What follows belongs to an exercise in optimizing a design on an open flow for small area, a short achievable clock period and few clock cycles per item; a production flow would make more cautious choices. In this exercise RTL edits were held to simulation tests only and were not proved equivalent to the original.

// arith_compress
module arith_compress (
    input  wire        clk,
    input  wire        rst,         
    input  wire        in_valid,
    output wire        in_ready,
    input  wire [95:0] in_pix,      
    input  wire [7:0]  in_denom,
    output reg         out_valid,
    output reg  [31:0] out_cw,
    output reg  [1:0]  out_fault    
);
    localparam [30:0] F_ONE  = 31'h3F800000;
    localparam [30:0] F_HALF = 31'h3F000000;
    function [31:0] fneg(input [31:0] x);
        fneg = {~x[31], x[30:0]};
    endfunction
    function [31:0] fhalf(input [31:0] x);    
        fhalf = (x[30:23] == 8'd0) ? 32'd0 : {x[31], x[30:23] - 8'd1, x[22:0]};
    endfunction
    reg  [1:0] ph;
    assign in_ready = (ph == 2'd3);
    always @(posedge clk) begin
        if (rst)           ph <= 2'd0;
        else if (in_valid) ph <= ph + 2'd1;
    end
    wire [1:0]  lane = (ph == 2'd0) ? 2'd1 : (ph == 2'd1) ? 2'd0 : ph;
    wire [23:0] px   = in_pix[24*lane +: 24];
    wire [7:0]  nr, ng, nb, dn;
    wire [2:0]  lr, lg, lb, ld;
    arith_norm8 u_nr (.n(px[23:16]), .nn(nr), .lz(lr));
    arith_norm8 u_ng (.n(px[15:8]),  .nn(ng), .lz(lg));
    arith_norm8 u_nb (.n(px[7:0]),   .nn(nb), .lz(lb));
  ...
Size: about 36000 cells after synthesis, roughly 1600 flip-flops, roughly 140 I/O pins, about 230000 um2 of cells after synthesis.
==> flow/config.mk <==
export PLATFORM = sky130hd
export DESIGN_NAME = arith_compress
export DESIGN_NICKNAME = arith_compress
export VERILOG_FILES = /design/flow/design.v
export SDC_FILE = /design/flow/constraint.sdc
export NUM_CORES = 4
export LEC_CHECK = 0
export ABC_AREA = 1
export CAP_MARGIN = 20
export CORE_MARGIN = 2
export CORE_UTILIZATION = 40
export SLEW_MARGIN = 20
==> flow/constraint.sdc <==
create_clock -name core_clock -period 28.0 [get_ports {clk}]
set_input_delay 5.6000 -clock core_clock [delete_from_list [all_inputs] [get_ports {clk}]]
set_output_delay 5.6000 -clock core_clock [all_outputs]
set_load 0.01 [all_outputs]
standard.sh (not shown) runs the stock make flow with config.mk's settings and CLKGATE_MAP_FILE= SYNTH_SCRIPT=/design/flow/synth_recipe.tcl, a recipe that flattens the netlist after the stock synthesis.
==> flow/flow/run.sh <==
#!/bin/bash
# The standard layout (the standard.sh), with the timing repair after
# clock-tree synthesis and global routing asked to leave a setup margin, so
# that it shortens the critical paths below the clock period, and more
# antenna repair passes after detailed routing.
set -euo pipefail
bash standard.sh synth > synth.log 2>&1
bash standard.sh SETUP_SLACK_MARGIN=17 MAX_REPAIR_ANTENNAS_ITER_DRT=10 MAX_REPAIR_ANTENNAS_ITER_GRT=10 finish > layout.log 2>&1
test -s out/final.def
The baseline finished with timing, DRC and antenna clean.
Testbench counts at the start, summed over its fixed seeds: cycles 12,888, blocks 3,200.
Then changed:
==> flow/flow/run.sh (replaced) <==
#!/bin/bash
# The standard layout (the standard.sh), with the timing repair after
# clock-tree synthesis and global routing asked to leave a setup margin, so
# that it shortens the critical paths below the clock period.
set -euo pipefail
bash standard.sh synth > synth.log 2>&1
bash standard.sh SETUP_SLACK_MARGIN=16 finish > layout.log 2>&1
test -s out/final.def
The new run ran to the end with no violations; global-route usage stays flat; via count fell by 0.64%; final cell count came out lower by about 0.35%; setup slack gets worse by 0.65 ns; flip-flop and latch count is unchanged.
Then changed:
==> flow/flow/run.sh (replaced) <==
#!/bin/bash
# The standard layout (the standard.sh), with the timing repair after
# clock-tree synthesis and global routing asked to leave a setup margin, so
# that it shortens the critical paths below the clock period, and more
# antenna repair passes after detailed routing.
set -euo pipefail
bash standard.sh synth > synth.log 2>&1
bash standard.sh SETUP_SLACK_MARGIN=18 MAX_REPAIR_ANTENNAS_ITER_DRT=10 MAX_REPAIR_ANTENNAS_ITER_GRT=10 finish > layout.log 2>&1
test -s out/final.def
--- a/flow/config.mk
+++ b/flow/config.mk
@@ -9,4 +9,4 @@
 export CAP_MARGIN = 20
 export CORE_MARGIN = 2
-export CORE_UTILIZATION = 40
+export CORE_UTILIZATION = 50
 export SLEW_MARGIN = 20
Outcome: Setup slack improved by 1.3 ns; hold slack got worse by 0.070 ns; clock-buffer cell count shrinks by 8; sequential share of layout area shrinks by 0.49 points; first-iteration DRC count grows by 18%; die area shrinks by about 20%.

separate check: timing with driven ports:
No port has a modelled driver above. Below, the same layouts with a new extraction and two added sets of constraints.
Step 1: set_driving_cell puts a clkbuf_16 on clk and a buf_2 on each other input, an assumption about the parent block.
Step 2 adds t to the input delays and takes it off the output delays; t is the mean of the earliest and latest rising clock arrival at the registers after step 1. Input paths then give back, and output paths get back, about the clock's delay inside the block.
Slacks: ideal / step 1 / step 2; pairs: ideal / step 1.
run	t (ns)	setup WS [ns]	hold WS [ns]	worst setup path after step 2	clock arrival spread, ns
the first run	1.085	17.418 / 17.487 / 16.417	0.311 / 0.311 / 0.311	input to register	0.171 / 0.171
the second run	1.075	16.770 / 16.770 / 15.811	0.320 / 0.320 / 0.320	input to register	0.159 / 0.159
the third run	1.051	18.077 / 18.127 / 17.076	0.251 / 0.251 / 0.251	input to register	0.112 / 0.112
After both steps every run listed still meets setup and hold.
